Context: an optimization exercise on an open-source flow, tuned for small area, a short achievable clock period and few clock cycles per item. The choices shown serve that exercise and are no tape-out recipe.
RTL that was checked went through simulation tests only; none was proved equivalent to the original.
Power is estimated from default activity; no workload was simulated.

== main ==
// twr_ranging
module twr_ranging (
    input  wire        clk,
    input  wire        rst,
    input  wire        in_valid,
    output wire        in_ready,
    input  wire [31:0] pt,
    input  wire [31:0] rr,
    input  wire [31:0] ft,
    input  wire [31:0] prx,
    input  wire [31:0] rtx,
    input  wire [31:0] frx,
    output wire        out_valid,
    input  wire        out_ready,
    output wire [31:0] tof,
    output wire        degen,
    output wire [31:0] ra,
    output wire [31:0] rb,
    output wire [31:0] da,
    output wire [31:0] db
);
Size: about 4300 cells after synthesis, about 530 flip-flops, ~44000 µm² of cells after synthesis.
clock: 13.0 ns
lec_check: 0
abc_clock_period_in_ps: 4000
cap_margin: 20
core_margin: 2
core_utilization: 60
place_density: 0.7
setup_slack_margin: 5
slew_margin: 20
standard.sh (not shown) runs the stock make flow with config.mk's settings and CLKGATE_MAP_FILE= SYNTH_SCRIPT=/design/flow/synth_recipe.tcl, a recipe that flattens the netlist after the stock synthesis.
==> flow/flow/run.sh <==
#!/bin/bash
set -euo pipefail
bash standard.sh SETUP_SLACK_MARGIN=8 finish > make_finish.log 2>&1
diff inputs: main => the feature branch
--- a/flow/design.v
+++ b/flow/design.v
@@ -90,26 +90,34 @@
     end
     wire [K:0] mlo = {1'b0, ms[K-1:0]} + {1'b0, mc[K-1:0]} + {{K{1'b0}}, cl_q};
     wire [34:0] hsum = {1'b0, h_q} + {1'b0, c_q} + {34'd0, cl_q} - {3'd0, db_q};
     wire        sgn  = hsum[32];
     wire [63:0] dvd  = {hsum[31:0], l_q} ^ {64{sgn}};
     wire [33:0] den1 = {dch_q, x_q};
     wire        shrt = (dhi_q == 14'd0) && (rem_q < den2);
     wire [35:0] dx  = {rem_q, quo_q[31:30]};
     wire [36:0] dq1 = {1'b0, dx} - {3'b000, den2};
     wire [36:0] dq2 = {1'b0, dx} - {2'b00, den2, 1'b0};
-    wire [36:0] dq3 = {1'b0, dx} - {3'b000, den2} - {2'b00, den2, 1'b0};
+    wire [36:0] t3a = {1'b0, dx};
+    wire [36:0] t3b = ~{3'b000, den2};
+    wire [36:0] t3c = ~{2'b00, den2, 1'b0};
+    wire [36:0] t3s = t3a ^ t3b ^ t3c;
+    wire [36:0] t3k = {(t3a[35:0] & t3b[35:0]) | (t3a[35:0] & t3c[35:0]) | (t3b[35:0] & t3c[35:0]), 1'b0};
+    wire [36:0] dq3 = t3s + t3k + 37'd2;
     wire [33:0] rem_n = ~dq3[36] ? dq3[33:0] : ~dq2[36] ? dq2[33:0] :
                         ~dq1[36] ? dq1[33:0] : dx[33:0];
     wire [31:0] quo_n = {quo_q[29:0], ~dq2[36], ~dq3[36] | (dq1[36] ^ dq2[36])};
-    wire c_fix = neg_q & (rem_q + 34'd1 == den2);
-    wire [31:0] tof_n = (quo_q ^ {32{neg_q}}) + {31'd0, neg_q & ~c_fix};
+    wire [33:0] fx   = rem_q ^ den2;
+    wire [32:0] fc   = rem_q[32:0] & ~den2[32:0];
+    wire        c_fix = fx[0] & ~|(fx[33:1] ^ fc);
+    wire [31:0] nquo  = ~quo_q + 32'd1;
+    wire [31:0] tof_n = ~neg_q ? quo_q : c_fix ? ~quo_q : nquo;
     always @(posedge clk) begin
         c_q  <= 34'd0;
         cl_q <= 1'b0;
         if (rst) begin
             s1 <= S1_IDLE;
         end else begin
             case (s1)
                 S1_MUL: begin
                     rb_q  <= {dr, rb_q[31:K]};
                     db_q  <= {dd, db_q[31:K]};
--- outcome ---
Clock latency reported for the late side of the worst-skew pair of the feature branch is on par with main. Cmp main and the feature branch / sum of buffers and inverters on the critical path / lower: the feature branch. The final reports for the feature branch and main show met1 layer wirelength in the final routing lower in the former. The final total power of the feature branch exceeds that of main by about 1.8%. The feature branch vs main, switching portion of total power went up by 0.80 points. Relative to main, the wire length measured on the feature branch has decreased by a few percent. [the feature branch vs main] period utilization: lower in the feature branch.
Testbench counts of the feature branch, summed over its fixed seeds: cycles 3,280, items 320.
Only the layout flow was run in main; the RTL was not checked for function there.


The RTL this note starts from:
==> flow/design.v <==
module twr_ranging (
    input  wire        clk,
    input  wire        rst,
    input  wire        in_valid,
    output wire        in_ready,
    input  wire [31:0] pt,
    input  wire [31:0] rr,
    input  wire [31:0] ft,
    input  wire [31:0] prx,
    input  wire [31:0] rtx,
    input  wire [31:0] frx,
    output wire        out_valid,
    input  wire        out_ready,
    output wire [31:0] tof,
    output wire        degen,
    output wire [31:0] ra,
    output wire [31:0] rb,
    output wire [31:0] da,
    output wire [31:0] db
);
    localparam integer K  = 5;           
    localparam integer NM = 7;           
    localparam integer WL = K * NM;      
    localparam integer J1 = 16;          
    localparam integer W  = 34 + K;      
    localparam integer NR = 2 * K + 4;   
    localparam [1:0] S1_IDLE = 2'd0,
                     S1_MUL  = 2'd1,
                     S1_FIX  = 2'd2;
    localparam [1:0] S2_IDLE = 2'd0,
                     S2_DIV  = 2'd1,
                     S2_RES  = 2'd2;
    reg  [1:0]  s1;
    reg  [2:0]  cnt1;
    reg  [31:0] ra_q, da_q;
    reg  [WL-1:0] rb_q, db_q;    
    reg  [WL-1:0] x_q;    
    reg  [2:0]  dch_q;    
    reg         brb_q, bdb_q;    
    reg  [K-1:0] dr_q, dd_q;     
    reg  [33:0] h_q;      
    reg  [33:0] c_q;      
    reg         cl_q;     
    reg  [WL-1:0] l_q;    
    reg  [1:0]  s2;
    reg  [3:0]  cnt2;
    reg         spec_q;   
    reg         c_q2;     
    reg  [31:0] ra_o, rb_o, da_o, db_o;
    reg  [33:0] den2;
    reg  [33:0] rem_q;    
    reg  [31:0] quo_q;    
    reg         neg_q;
    reg         degen_q;
    assign in_ready  = (s1 == S1_IDLE);
    wire   in_fire   = in_valid & in_ready;
    assign out_valid = (s2 == S2_RES);
    wire   s2_free   = (s2 == S2_IDLE) | (out_valid & out_ready);
    wire   hand      = (s1 == S1_FIX) & s2_free;
    wire [31:0] ra_in, da_in;
    twr_sub32 u_ra (.a(rr), .b(pt), .y(ra_in));
    twr_sub32 u_da (.a(ft), .b(rr), .y(da_in));
    wire [K:0]   rbs = {1'b0, rb_q[2*K-1:K]} - {1'b0, x_q[2*K-1:K]} - {{K{1'b0}}, brb_q};
    wire [K:0]   dbs = {1'b0, x_q[2*K-1:K]} - {1'b0, db_q[2*K-1:K]} - {{K{1'b0}}, bdb_q};
    wire [K:0]   rb0 = {1'b0, frx[K-1:0]} - {1'b0, rtx[K-1:0]};
    wire [K:0]   db0 = {1'b0, rtx[K-1:0]} - {1'b0, prx[K-1:0]};
    wire [K-1:0] nmask = (cnt1 == NM - 2) ? {{(K-2){1'b0}}, 2'b11} : {K{1'b1}};
    wire [K-1:0] dr  = dr_q;
    wire [K-1:0] dd  = dd_q;
    wire [WL-1:0] rax = {{(WL-32){1'b0}}, ra_q};
    wire [WL-1:0] dax = {{(WL-32){1'b0}}, da_q};
    wire [K-1:0] rad = rax[cnt1*K +: K];
    wire [K-1:0] dad = dax[cnt1*K +: K];
    wire [K+2:0] dsum = {3'b000, rad} + {3'b000, dad} + {3'b000, dr} + {3'b000, dd} + {{K{1'b0}}, dch_q};
    reg  [W-1:0] rq [0:3*NR];
    reg  [W-1:0] ms, mc;
    integer hd, tl, j;
    always @* begin
        rq[0] = {{(W-34){1'b0}}, h_q};
        rq[1] = {{(W-34){1'b0}}, c_q};
        rq[2] = {{(W-K){1'b0}}, dd};
        rq[2*K+3] = {{(W-32-K){1'b0}}, ~dd, 32'd0};
        for (j = 0; j < K; j = j + 1) begin
            rq[3 + 2*j] = {{(W-32){1'b0}}, ra_q & {32{dr[j]}}} << j;
            rq[4 + 2*j] = {{(W-32){1'b0}}, ~da_q & {32{dd[j]}}} << j;
        end
        for (j = NR; j <= 3*NR; j = j + 1) rq[j] = {W{1'b0}};
        hd = 0;
        tl = NR;
        for (j = 0; j < NR - 2; j = j + 1) begin
            rq[tl]     = rq[hd] ^ rq[hd+1] ^ rq[hd+2];
            rq[tl + 1] = ((rq[hd] & rq[hd+1]) | (rq[hd] & rq[hd+2]) | (rq[hd+1] & rq[hd+2])) << 1;
            hd = hd + 3;
            tl = tl + 2;
        end
        ms = rq[hd];
        mc = rq[hd+1];
    end
    wire [K:0] mlo = {1'b0, ms[K-1:0]} + {1'b0, mc[K-1:0]} + {{K{1'b0}}, cl_q};
    wire [36:0] hsum = {h_q, l_q[WL-1:32]} + {c_q, 3'b000} + {33'd0, cl_q, 3'b001};
    wire        sgn  = hsum[32];
    wire [63:0] dvd  = {hsum[31:0], l_q[31:0]} ^ {64{sgn}};
    wire [33:0] den1 = x_q[33:0];
    wire        rlt;
    twr_lt34 u_lt (.a(rem_q), .b(den2), .lt(rlt));
    wire        shrt = (quo_q[13:0] == 14'd0) && rlt;
    wire [35:0] dx  = {rem_q, quo_q[31:30]};
    wire [36:0] dq1 = {1'b0, dx} - {3'b000, den2};
    wire [36:0] dq2 = {1'b0, dx} - {2'b00, den2, 1'b0};
    wire [36:0] t3a = {1'b0, dx};
    wire [36:0] t3b = ~{3'b000, den2};
    wire [36:0] t3c = ~{2'b00, den2, 1'b0};
    wire [36:0] t3s = t3a ^ t3b ^ t3c;
    wire [36:0] t3k = {(t3a[35:0] & t3b[35:0]) | (t3a[35:0] & t3c[35:0]) | (t3b[35:0] & t3c[35:0]), 1'b0};
    wire [36:0] dq3 = t3s + t3k + 37'd2;
    wire [33:0] rem_n = ~dq3[36] ? dq3[33:0] : ~dq2[36] ? dq2[33:0] :
                        ~dq1[36] ? dq1[33:0] : dx[33:0];
    wire [31:0] quo_n = {quo_q[29:0], ~dq2[36], ~dq3[36] | (dq1[36] ^ dq2[36])};
    wire [33:0] fx  = rem_q ^ den2;
    wire [32:0] fc  = rem_q[32:0] & ~den2[32:0];
    wire        r1  = fx[0] & ~|(fx[33:1] ^ fc);
    wire        c_n;
    twr_cn u_cn (.dq1(dq1), .dq2(dq2), .dq3(dq3), .r1(r1), .b(quo_q[31:30]), .c(c_n));
    twr_res u_res (.q(quo_q), .neg(neg_q), .c(c_q2), .degen(degen_q), .tof(tof));
    always @(posedge clk) begin
        if (rst) begin
            s1 <= S1_IDLE;
            s2 <= S2_IDLE;
        end else begin
            case (s1)
                S1_MUL:  if (cnt1 == NM - 1) s1 <= S1_FIX;
                S1_FIX:  if (hand) s1 <= S1_IDLE;
                default: ;
            endcase
            if (in_fire)
                s1 <= S1_MUL;
            case (s2)
                S2_DIV:  if (cnt2 == 4'd15 && !(spec_q && !shrt)) s2 <= S2_RES;
                S2_RES:  if (out_ready) s2 <= S2_IDLE;
                default: ;
            endcase
            if (hand)
                s2 <= S2_DIV;
        end
    end
    always @(posedge clk) begin
        c_q  <= 34'd0;
        cl_q <= 1'b0;
        case (s1)
            S1_MUL: begin
                rb_q  <= {dr, rb_q[WL-1:K]};
                db_q  <= {dd, db_q[WL-1:K]};
                x_q   <= {dsum[K-1:0], x_q[WL-1:K]};
                dch_q <= dsum[K+2:K];
                brb_q <= rbs[K];
                bdb_q <= dbs[K];
                dr_q  <= rbs[K-1:0] & nmask;
                dd_q  <= dbs[K-1:0] & nmask;
                h_q   <= ms[W-1:K];
                c_q   <= mc[W-1:K];
                cl_q  <= mlo[K];
                l_q   <= {mlo[K-1:0], l_q[WL-1:K]};
                cnt1  <= cnt1 + 3'd1;
            end
            S1_FIX: begin
                c_q  <= c_q;
                cl_q <= cl_q;
            end
            default: ;
        endcase
        if (in_fire) begin
            ra_q  <= ra_in;
            rb_q  <= {{(WL-32){1'b0}}, frx};
            da_q  <= da_in;
            db_q  <= {{(WL-32){1'b0}}, prx};
            x_q   <= {{(WL-32){1'b0}}, rtx};
            dch_q <= 3'd0;
            brb_q <= rb0[K];
            bdb_q <= db0[K];
            dr_q  <= rb0[K-1:0];
            dd_q  <= db0[K-1:0];
            h_q   <= 34'd0;
            cnt1  <= 3'd0;
        end
    end
    always @(posedge clk) begin
        case (s2)
            S2_DIV: begin
                spec_q <= 1'b0;
                c_q2   <= c_n;
                if (spec_q & ~shrt) begin
                    rem_q <= {2'b00, quo_q[13:0], rem_q[33:16]};
                    quo_q <= {rem_q[15:0], quo_q[31:16]};
                    cnt2  <= 4'd0;
                end else begin
                    rem_q <= rem_n;
                    quo_q <= quo_n;
                    cnt2  <= cnt2 + 4'd1;
                end
            end
            default: ;
        endcase
        if (hand) begin
            ra_o    <= ra_q;
            rb_o    <= rb_q[31:0];
            da_o    <= da_q;
            db_o    <= db_q[31:0];
            den2    <= den1;
            degen_q <= (den1 == 34'd0);
            neg_q   <= sgn;
            rem_q   <= dvd[49:16];
            quo_q   <= {dvd[15:0], 2'b00, dvd[63:50]};
            spec_q  <= 1'b1;
            cnt2    <= 16 - J1 / 2;
        end
    end
    assign degen = degen_q;
    assign ra    = ra_o;
    assign rb    = rb_o;
    assign da    = da_o;
    assign db    = db_o;
endmodule
module twr_sub32 (
    input  wire [31:0] a,
    input  wire [31:0] b,
    output wire [31:0] y
);
    assign y = a - b;
endmodule
module twr_lt34 (
    input  wire [33:0] a,
    input  wire [33:0] b,
    output wire        lt
);
    assign lt = a < b;
endmodule
module twr_res (
    input  wire [31:0] q,
    input  wire        neg,
    input  wire        c,
    input  wire        degen,
    output wire [31:0] tof
);
    reg [31:0] z;    
    integer i;
    always @* begin
        z[0] = 1'b1;
        for (i = 1; i < 32; i = i + 1)
            z[i] = z[i-1] & ~q[i-1];
    end
    wire inc = neg & ~c;
    assign tof = degen ? 32'd0 : (q ^ {32{neg}} ^ (z & {32{inc}}));
endmodule
module twr_cn (
    input  wire [36:0] dq1,
    input  wire [36:0] dq2,
    input  wire [36:0] dq3,
    input  wire        r1,
    input  wire [1:0]  b,
    output wire        c
);
    assign c = (&dq1) | (&dq2) | (&dq3) | (r1 & b[1] & b[0]);
endmodule
Settings: LEC_CHECK=0, CAP_MARGIN=20, CORE_MARGIN=2, CORE_UTILIZATION=60, PLACE_DENSITY=0.7, SETUP_SLACK_MARGIN=5, SLEW_MARGIN=20, SYNTH_HIERARCHICAL=1, SYNTH_MINIMUM_KEEP_SIZE=0, TNS_END_PERCENT=0; clock period 13.0 ns.
==> flow/flow/run.sh <==
#!/bin/bash
set -euo pipefail
bash standard.sh SETUP_SLACK_MARGIN=8 "BUFFER_PORTS_ARGS=-buffer_cell sky130_fd_sc_hd__buf_1" finish > make_finish.log 2>&1
Testbench counts at the start, summed over its fixed seeds: cycles 2,952, items 320.
==> next run, changes <==
--- a/flow/design.v
+++ b/flow/design.v
@@ -24,5 +24,5 @@
     localparam integer J1 = 16;          
     localparam integer W  = 34 + K;      
-    localparam integer NR = 2 * K + 4;   
+    localparam integer NR = 2 * K + 3;   
     localparam [1:0] S1_IDLE = 2'd0,
                      S1_MUL  = 2'd1,
@@ -80,5 +80,4 @@
         rq[1] = {{(W-34){1'b0}}, c_q};
         rq[2] = {{(W-K){1'b0}}, dd};
-        rq[2*K+3] = {{(W-32-K){1'b0}}, ~dd, 32'd0};
         for (j = 0; j < K; j = j + 1) begin
             rq[3 + 2*j] = {{(W-32){1'b0}}, ra_q & {32{dr[j]}}} << j;
@@ -98,5 +97,6 @@
     end
     wire [K:0] mlo = {1'b0, ms[K-1:0]} + {1'b0, mc[K-1:0]} + {{K{1'b0}}, cl_q};
-    wire [36:0] hsum = {h_q, l_q[WL-1:32]} + {c_q, 3'b000} + {33'd0, cl_q, 3'b001};
+    wire [37:0] hsum = {1'b0, h_q, l_q[WL-1:32]} + {1'b0, c_q, 3'b000} + {34'd0, cl_q, 3'b000}
+                     - {6'd0, db_q[31:0]};
     wire        sgn  = hsum[32];
     wire [63:0] dvd  = {hsum[31:0], l_q[31:0]} ^ {64{sgn}};
@@ -120,7 +120,7 @@
     wire [32:0] fc  = rem_q[32:0] & ~den2[32:0];
     wire        r1  = fx[0] & ~|(fx[33:1] ^ fc);
-    wire        c_n;
-    twr_cn u_cn (.dq1(dq1), .dq2(dq2), .dq3(dq3), .r1(r1), .b(quo_q[31:30]), .c(c_n));
-    twr_res u_res (.q(quo_q), .neg(neg_q), .c(c_q2), .degen(degen_q), .tof(tof));
+    wire        c_n = (&dq1) | (&dq2) | (&dq3) | (r1 & quo_q[31] & quo_q[30]);
+    wire [31:0] nquo = ~quo_q + 32'd1;
+    assign tof = degen_q ? 32'd0 : ~neg_q ? quo_q : c_q2 ? ~quo_q : nquo;
     always @(posedge clk) begin
         if (rst) begin
@@ -235,29 +235,2 @@
     assign lt = a < b;
 endmodule
-module twr_res (
-    input  wire [31:0] q,
-    input  wire        neg,
-    input  wire        c,
-    input  wire        degen,
-    output wire [31:0] tof
-);
-    reg [31:0] z;    
-    integer i;
-    always @* begin
-        z[0] = 1'b1;
-        for (i = 1; i < 32; i = i + 1)
-            z[i] = z[i-1] & ~q[i-1];
-    end
-    wire inc = neg & ~c;
-    assign tof = degen ? 32'd0 : (q ^ {32{neg}} ^ (z & {32{inc}}));
-endmodule
-module twr_cn (
-    input  wire [36:0] dq1,
-    input  wire [36:0] dq2,
-    input  wire [36:0] dq3,
-    input  wire        r1,
-    input  wire [1:0]  b,
-    output wire        c
-);
-    assign c = (&dq1) | (&dq2) | (&dq3) | (r1 & b[1] & b[0]);
-endmodule
What happened: Worst hold slack improved by 0.0055 ns; critical path depth rose by 4; via count rises slightly; clock-buffer cell count fell by 9; synthesized cell count is higher by a few percent; setup slack loses 0.85 ns; total power climbs by a little under a tenth; core utilization goes down by 0.16 points; global-route usage increases by 1.1 points; final area grows slightly.
Testbench counts after the change, summed over its fixed seeds: cycles 2,952, items 320.

[port drivers added, routing unchanged]
The flow's constraints put no driver on any port. The routed layouts listed below were extracted and timed again, unchanged, in two steps.
Step 1, drivers: a clkbuf_16 drives clk and a buf_2 each remaining input, both assumed.
Step 2 times the ports against the registers' clock, not the clock port: input delays grow and output delays shrink by t, the midpoint of the rising clock arrivals with the driver on.
a / b / c = ideal / step 1 / step 2; a / b = the first two.
run	t, ns	setup WS [ns]	worst setup path after step 2	slew at the worst register clock pin (ns)
main	0.698	7.266 / 7.266 / 7.090	input to register	0.07 / 0.07
the feature branch	0.686	7.876 / 7.896 / 7.210	input to register	0.07 / 0.07
the first run of note 2	0.721	7.411 / 7.342 / 7.446	input to register	0.07 / 0.07
the second run of note 2	0.718	6.558 / 6.490 / 6.829	register to register	0.07 / 0.07
After both steps every run listed still meets setup and hold. For the feature branch, which loses most, drivers alone change the setup slack by +0.020 ns; drivers and shift together by -0.666 ns.
